What follows belongs to an exercise in optimizing a design on an open flow for small area and a short achievable clock period; a production flow would make more cautious choices. At most, simulation tests tie the RTL to the original design; equivalence was not proved. Power figures rest on the tool's default switching activity, not on a simulated workload.

the previous run:
==> flow/design.v (excerpt) <==
module pwroff_engine (
    input  wire        clk,
    input  wire        rst_n,         
    input  wire [31:0] base,
    input  wire [31:0] tick_rate,
    input  wire        trig_valid,
    input  wire [7:0]  trig_reason,
    output wire        ret_valid,
    output wire        ret_handled,
    input  wire        ret_ready,
    output wire        bus_valid,
    output wire        bus_write,
    output wire [31:0] bus_addr,
    output wire [7:0]  bus_wdata,
    input  wire        bus_ready,
    input  wire [7:0]  bus_rdata,
    output wire        slp_valid,
    output wire [6:0]  slp_units,
    input  wire        slp_ready,
    output wire        diag_valid,
    output wire [7:0]  diag_code,
    output wire [31:0] diag_data,
    input  wire        diag_ready,
    output wire [31:0] status
);
Settings: LEC_CHECK=0, CAP_MARGIN=20, CORE_MARGIN=2, CORE_UTILIZATION=40, SLEW_MARGIN=20; clock period 20.0 ns.
standard.sh (not shown) runs the stock make flow with config.mk's settings and CLKGATE_MAP_FILE= SYNTH_SCRIPT=/design/flow/synth_recipe.tcl, a recipe that flattens the netlist after the stock synthesis.
==> flow/flow/run.sh <==
#!/bin/bash
# The standard layout (standard.sh) with:
#  - the standard synthesis script, its ABC step given an area script;
#  - the synthesis buffers removed at floorplan;
#  - small port buffers;
#  - timing repair after CTS aiming past the clock period (setup margin).
set -euo pipefail
W=$PWD
{ head -n 1 synth_recipe.tcl; cat flow/abc_override.tcl; tail -n +2 synth_recipe.tcl; } > synth_area.tcl
export AREA_ABC_SCRIPT=$W/flow/area.abc
bash standard.sh \
  SYNTH_SCRIPT=$W/synth_area.tcl \
  REMOVE_ABC_BUFFERS=1 \
  "BUFFER_PORTS_ARGS=-buffer_cell sky130_fd_sc_hd__buf_1" \
  SETUP_SLACK_MARGIN=14.6 \
  MATCH_CELL_FOOTPRINT=0 \
  SKIP_REPAIR_TIE_FANOUT=1 \
  CTS_BUF_LIST=sky130_fd_sc_hd__clkbuf_8 \
  finish > standard.log 2>&1
==> flow/flow/abc_override.tcl <==
# Map the logic with an area-oriented ABC script (flow/area.abc) in place of
# the speed script; every other argument (liberty, dont_use cells, delay
# target) is kept. The flip-flops are mapped before ABC runs, so they are the
# standard synthesis's.
proc abc {args} {
  set i [lsearch -exact $args -script]
  if { $i >= 0 } {
    set args [lreplace $args $i [expr {$i + 1}] -script $::env(AREA_ABC_SCRIPT)]
  }
  yosys abc {*}$args
}
==> flow/flow/area.abc <==
&get -n
&st
&dch
&nf -R 1000
&put
For the current run, these inputs were changed with respect to the previous run:
-- flow/design.v --
<<< the previous run, line 41
    localparam [3:0] S_DONE         = 4'd15;
    reg  [3:0]  st;
    reg         pend;        
    reg         hs;          
    reg         lsr;         
    reg         flt;         
    reg  [1:0]  cmd;
    reg  [1:0]  att;
>>> the current run, line 41
    localparam [3:0] S_DONE         = 4'd15;
    reg  [3:0]  st;
    reg         vbus, vslp, vdiag, vret;     
    reg         hs;          
    reg         lsr;         
    reg         flt;         
    reg         cfgd;        
    reg  [1:0]  cmd;
    reg  [1:0]  att;
<<< the previous run, line 67
    wire st_diag = (st == S_DIAG_SHORT) || (st == S_DIAG_CSUM) ||
                   (st == S_DIAG_NAK) || (st == S_DIAG_EXH);
    wire st_ret = s_ret || s_idle || s_done;
    wire vbus   = pend && st_bus;
    wire fire = pend && ((st_bus && bus_ready) || (st_slp && slp_ready) ||
                         (st_diag && diag_ready) || (st_ret && ret_ready));
    assign bus_valid   = vbus;
    assign slp_valid   = pend && st_slp;
    assign diag_valid  = pend && st_diag;
    assign ret_valid   = pend && st_ret;
    assign ret_handled = st[3] && !st[0];          
    assign bus_write = st[0];                        
>>> the current run, line 68
    wire st_diag = (st == S_DIAG_SHORT) || (st == S_DIAG_CSUM) ||
                   (st == S_DIAG_NAK) || (st == S_DIAG_EXH);
    wire pend = vbus || vslp || vdiag || vret;
    wire fire = (vbus && bus_ready) || (vslp && slp_ready) ||
                (vdiag && diag_ready) || (vret && ret_ready);
    assign bus_valid   = vbus;
    assign slp_valid   = vslp;
    assign diag_valid  = vdiag;
    assign ret_valid   = vret;
    assign ret_handled = st[3] && !st[0];          
    assign bus_write = st[0];                        
<<< the previous run, line 85
    assign diag_code = {5'd0, st[3] && st[2], st[3] && !st[2], st[1]};
    assign diag_data = R;
    wire [2:0] cfg_j = cnt[2:0] | {3{att[1] || att[0]}};
    assign status = {flt, 6'd0, flt, 4'b0000, res, 2'b00, att, cmd, 1'b0, cfg_j, st};
    reg [2:0] idx;
>>> the current run, line 85
    assign diag_code = {5'd0, st[3] && st[2], st[3] && !st[2], st[1]};
    assign diag_data = R;
    wire [2:0] cfg_j = cnt[2:0] | {3{cfgd}};
    assign status = {flt, 6'd0, flt, 4'b0000, res, 2'b00, att, cmd, 1'b0, cfg_j, st};
    reg [2:0] idx;
<<< the previous run, line 184
    wire       prep = !pend && !hs;
    reg [3:0] st_n;
    reg       go, flt_n, fm_n, ret_nh;
    reg [1:0] cmd_n, att_n;
    reg [5:0] res_n;
>>> the current run, line 184
    wire       prep = !pend && !hs;
    reg [3:0] st_n;
    reg       go, flt_n, fm_n, cfgd_n, ret_nh;
    reg [1:0] cmd_n, att_n;
    reg [5:0] res_n;
<<< the previous run, line 198
        flt_n  = flt;
        fm_n   = fm;
        cmd_n  = cmd;
        att_n  = att;
>>> the current run, line 198
        flt_n  = flt;
        fm_n   = fm;
        cfgd_n = cfgd;
        cmd_n  = cmd;
        att_n  = att;
<<< the previous run, line 231
                    r_sh  = (cnt[2:0] == 3'd1);          
                    if (cnt[2:0] == 3'd6) begin
                        cmd_n  = 2'd0;
                        att_n  = 2'd1;
>>> the current run, line 232
                    r_sh  = (cnt[2:0] == 3'd1);          
                    if (cnt[2:0] == 3'd6) begin
                        cfgd_n = 1'b1;
                        cmd_n  = 2'd0;
                        att_n  = 2'd1;
<<< the previous run, line 392
        if (!rst_n) begin
            st    <= S_IDLE;
            pend  <= 1'b0;
            flt   <= 1'b0;
            cmd   <= 2'd0;
            att   <= 2'd0;
>>> the current run, line 394
        if (!rst_n) begin
            st    <= S_IDLE;
            vbus  <= 1'b0;
            vslp  <= 1'b0;
            vdiag <= 1'b0;
            vret  <= 1'b0;
            flt   <= 1'b0;
            cfgd  <= 1'b0;
            cmd   <= 2'd0;
            att   <= 2'd0;
<<< the previous run, line 400
        end else begin
            st    <= st_n;
            pend  <= pend ? !fire : (go || ret_nh);
            flt   <= flt_n;
            cmd   <= cmd_n;
            att   <= att_n;
>>> the current run, line 406
        end else begin
            st    <= st_n;
            vbus  <= vbus ? !bus_ready : (go && st_bus);
            vslp  <= vslp ? !slp_ready : (go && st_slp);
            vdiag <= vdiag ? !diag_ready : (go && st_diag);
            vret  <= vret ? !ret_ready : ((go && s_ret) || ret_nh);
            flt   <= flt_n;
            cfgd  <= cfgd_n;
            cmd   <= cmd_n;
            att   <= att_n;
==> run notes <==
Delay of the slowest cell on the worst path delta for the current run relative to the previous run: 0.02 ns lower. Compared to the previous run, the routing of the current run uses less wire. The detailed placer's ending HPWL of the current run exceeds that of the previous run by about 0.8%. Areal power density over the cells up 12% in the current run wrt the previous run. Number of global-route vias before repair: the previous run and the current run compared, higher one is the previous run. The current run vs the previous run: initial cell density of the core up in the current run. The current run gives less area share of fa/ha/maj cells after synthesis than the previous run did. Comparing the previous run and the current run, area growth from synthesis to layout is lower on the current run. The sequential cell count reported for the current run is greater than that of the previous run by about 4%.
No functional check of the RTL was part of the previous run.

========
== main ==
Another version of the RTL of pwroff_engine (not shown whole).
Size in the first run: ~800 cells after synthesis.
clock: 20.0 ns
lec_check: 0
cap_margin: 20
core_margin: 2
core_utilization: 40
slew_margin: 20
==> flow/flow/run.sh <==
#!/bin/bash
# The standard layout, with the synthesis buffers removed, small port
# buffers, and timing repair after CTS aiming well past the clock period.
set -euo pipefail
bash standard.sh \
  REMOVE_ABC_BUFFERS=1 \
  "BUFFER_PORTS_ARGS=-buffer_cell sky130_fd_sc_hd__buf_1" \
  SETUP_SLACK_MARGIN=14.6 \
  finish > standard.log 2>&1
Here is what was changed in the inputs of the feature branch compared with main.
--- a/flow/design.v
+++ b/flow/design.v
@@ -101,14 +101,39 @@
             endcase
         else if (s_txp || s_rxp)
             idx = 3'd5;                  
         else
             idx = 3'd0;                  
     end
+    wire [3:0]  lo = {1'b0, base[4:2]} + {1'b0, idx};
+    wire [26:0] hb = base[31:5];
+    reg  [3:0]  pb;              
     always @(posedge clk)
-        A <= base[31:2] + {27'd0, idx};
+        pb <= {&hb[23:0], &hb[17:0], &hb[11:0], &hb[5:0]};
+    wire [26:0] hc;
+    genvar n;
+    generate
+        for (n = 0; n < 27; n = n + 1) begin : g_hc
+            localparam integer J = n / 6;        
+            localparam integer S = J * 6;        
+            wire in_blk, below;
+            if (n == S) begin : g_first
+                assign in_blk = 1'b1;
+            end else begin : g_rest
+                assign in_blk = &hb[n-1:S];
+            end
+            if (J == 0) begin : g_b0
+                assign below = 1'b1;
+            end else begin : g_bj
+                assign below = pb[J-1];
+            end
+            assign hc[n] = lo[3] && below && in_blk;
+        end
+    endgenerate
+    always @(posedge clk)
+        A <= {hb ^ hc, lo[2:0]};
     wire       dividing = s_cfg && fm;
     wire [8:0] sum  = {1'b0, acc} + {1'b0, dividing ? 8'd181 : R[7:0]};   
     wire       ge   = sum[8];                                
     wire       tbit = tick_rate[5'd31 - cnt[4:0]];
     reg [7:0] txb;
     always @(*) begin
@@ -192,16 +217,16 @@
                 flt_n = 1'b1;
             end else begin
                 st_n = S_CFG;
                 fm_n = 1'b1;
             end
         end
-        if (s_idle) begin
+        if (s_idle)
             cnt_n = 6'd0;
+        if (s_idle || (hs && (s_rxp || s_rxd)))
             acc_n = 8'd0;
-        end
         if (fire && vret)
             hnd_n = 1'b1;
         if (fire && s_ret)
             st_n = S_DONE;
         if (hs) begin
             case (st)
@@ -285,13 +310,12 @@
                 k_n = 4'd0;
                 if (fm) begin
                     fail = 1'b1;
                 end else if (clt4) begin
                     st_n = S_DIAG_SHORT;
                 end else begin
-                    acc_n = 8'd0;
                     st_n  = S_DIAG_CSUM;
                 end
             end
             if (fail) begin
                 if (att != 2'd3) begin
                     att_n = att + 2'd1;
@@ -303,27 +327,26 @@
                 end
             end
         end else if (!pend) begin
             case (st)
                 S_IDLE, S_DONE: ;
                 S_CFG:
-                    if (fm) begin
-                        if (!c20) begin
-                            acc_n = {ge ? sum[6:0] : acc[6:0], tbit};
-                            cnt_n = cnt1;
-                            r_q   = 1'b1;
-                        end else begin
-                            acc_n = {7'd0, ge};
+                    if (fm && !c20) begin
+                        acc_n = {ge ? sum[6:0] : acc[6:0], tbit};
+                        cnt_n = cnt1;
+                        r_q   = 1'b1;
+                    end else begin
+                        if (fm || cnt[0])
+                            acc_n = {7'd0, sum[8]};
+                        if (fm) begin
                             fm_n  = 1'b0;
                             cnt_n = 6'd0;
+                        end else begin
+                            r_top = 1'b1;
+                            go    = 1'b1;
                         end
-                    end else begin
-                        r_top = 1'b1;
-                        if (cnt[0])
-                            acc_n = {7'd0, sum[8]};      
-                        go = 1'b1;
                     end
                 S_TX_WRITE: begin
                     r_top = 1'b1;
                     go    = 1'b1;
                 end
                 S_RX_DATA: begin
### Flow results
- Data arrival time of the critical path: the feature branch vs main down 4280 ps
- Against main as the reference, the feature branch delivers a lower detailed route wirelength on metal2.
- The feature branch ends up with lower first-pass GRT wire length than main does.
- Final non-filler cell total (the feature branch over main): increase, about 1.1%
- The feature branch finished all stages; the layout is clean.
- Taking main as the reference, in the feature branch minimum clock period dropped 43 ps; final-layout worst hold slack dropped 9.5 ps.
- Of the two values seen for end of the critical path, diag_code[2] was produced by the feature branch and A[26] by main.
- The feature branch ended with more final critical-path setup slack than main.
- When the feature branch is set beside main, its global-route usage turns out to be 0.73 points smaller.
Function not checked in main: the RTL went through the layout flow alone.

afterwards: timing with drivers on the ports:
Ports are ideal in the flow. The routed layouts listed here were re-timed in OpenROAD.
Step 1 (the two cells are an assumption about what drives the block):
set clk [get_ports {clk}]
set_driving_cell -lib_cell sky130_fd_sc_hd__clkbuf_16 $clk
set_driving_cell -lib_cell sky130_fd_sc_hd__buf_2 [delete_from_list [all_inputs] $clk]
Step 2, shift: input delay + t, output delay - t, t = (earliest + latest rising clock arrival at the registers) / 2. This alone moves slack from input paths to output paths.
a / b / c = no drivers / after step 1 / after step 2; a / b = the first two.
run	shift t [ns]	setup WS [ns]	worst setup path after step 2	worst data-port slew with drivers (ns)
the previous run	0.422	14.287 / 14.248 / 14.114	input to register	0.04
the current run	0.426	14.629 / 14.591 / 14.240	input to register	0.04
main	0.400	14.571 / 14.590 / 14.190	input to register	0.05
the feature branch	0.404	14.615 / 14.572 / 14.456	input to register	0.05
After both steps setup and hold are still met in every run listed. The setup slack of the current run, which loses most, moves by -0.038 ns with the drivers and by -0.389 ns with both steps.
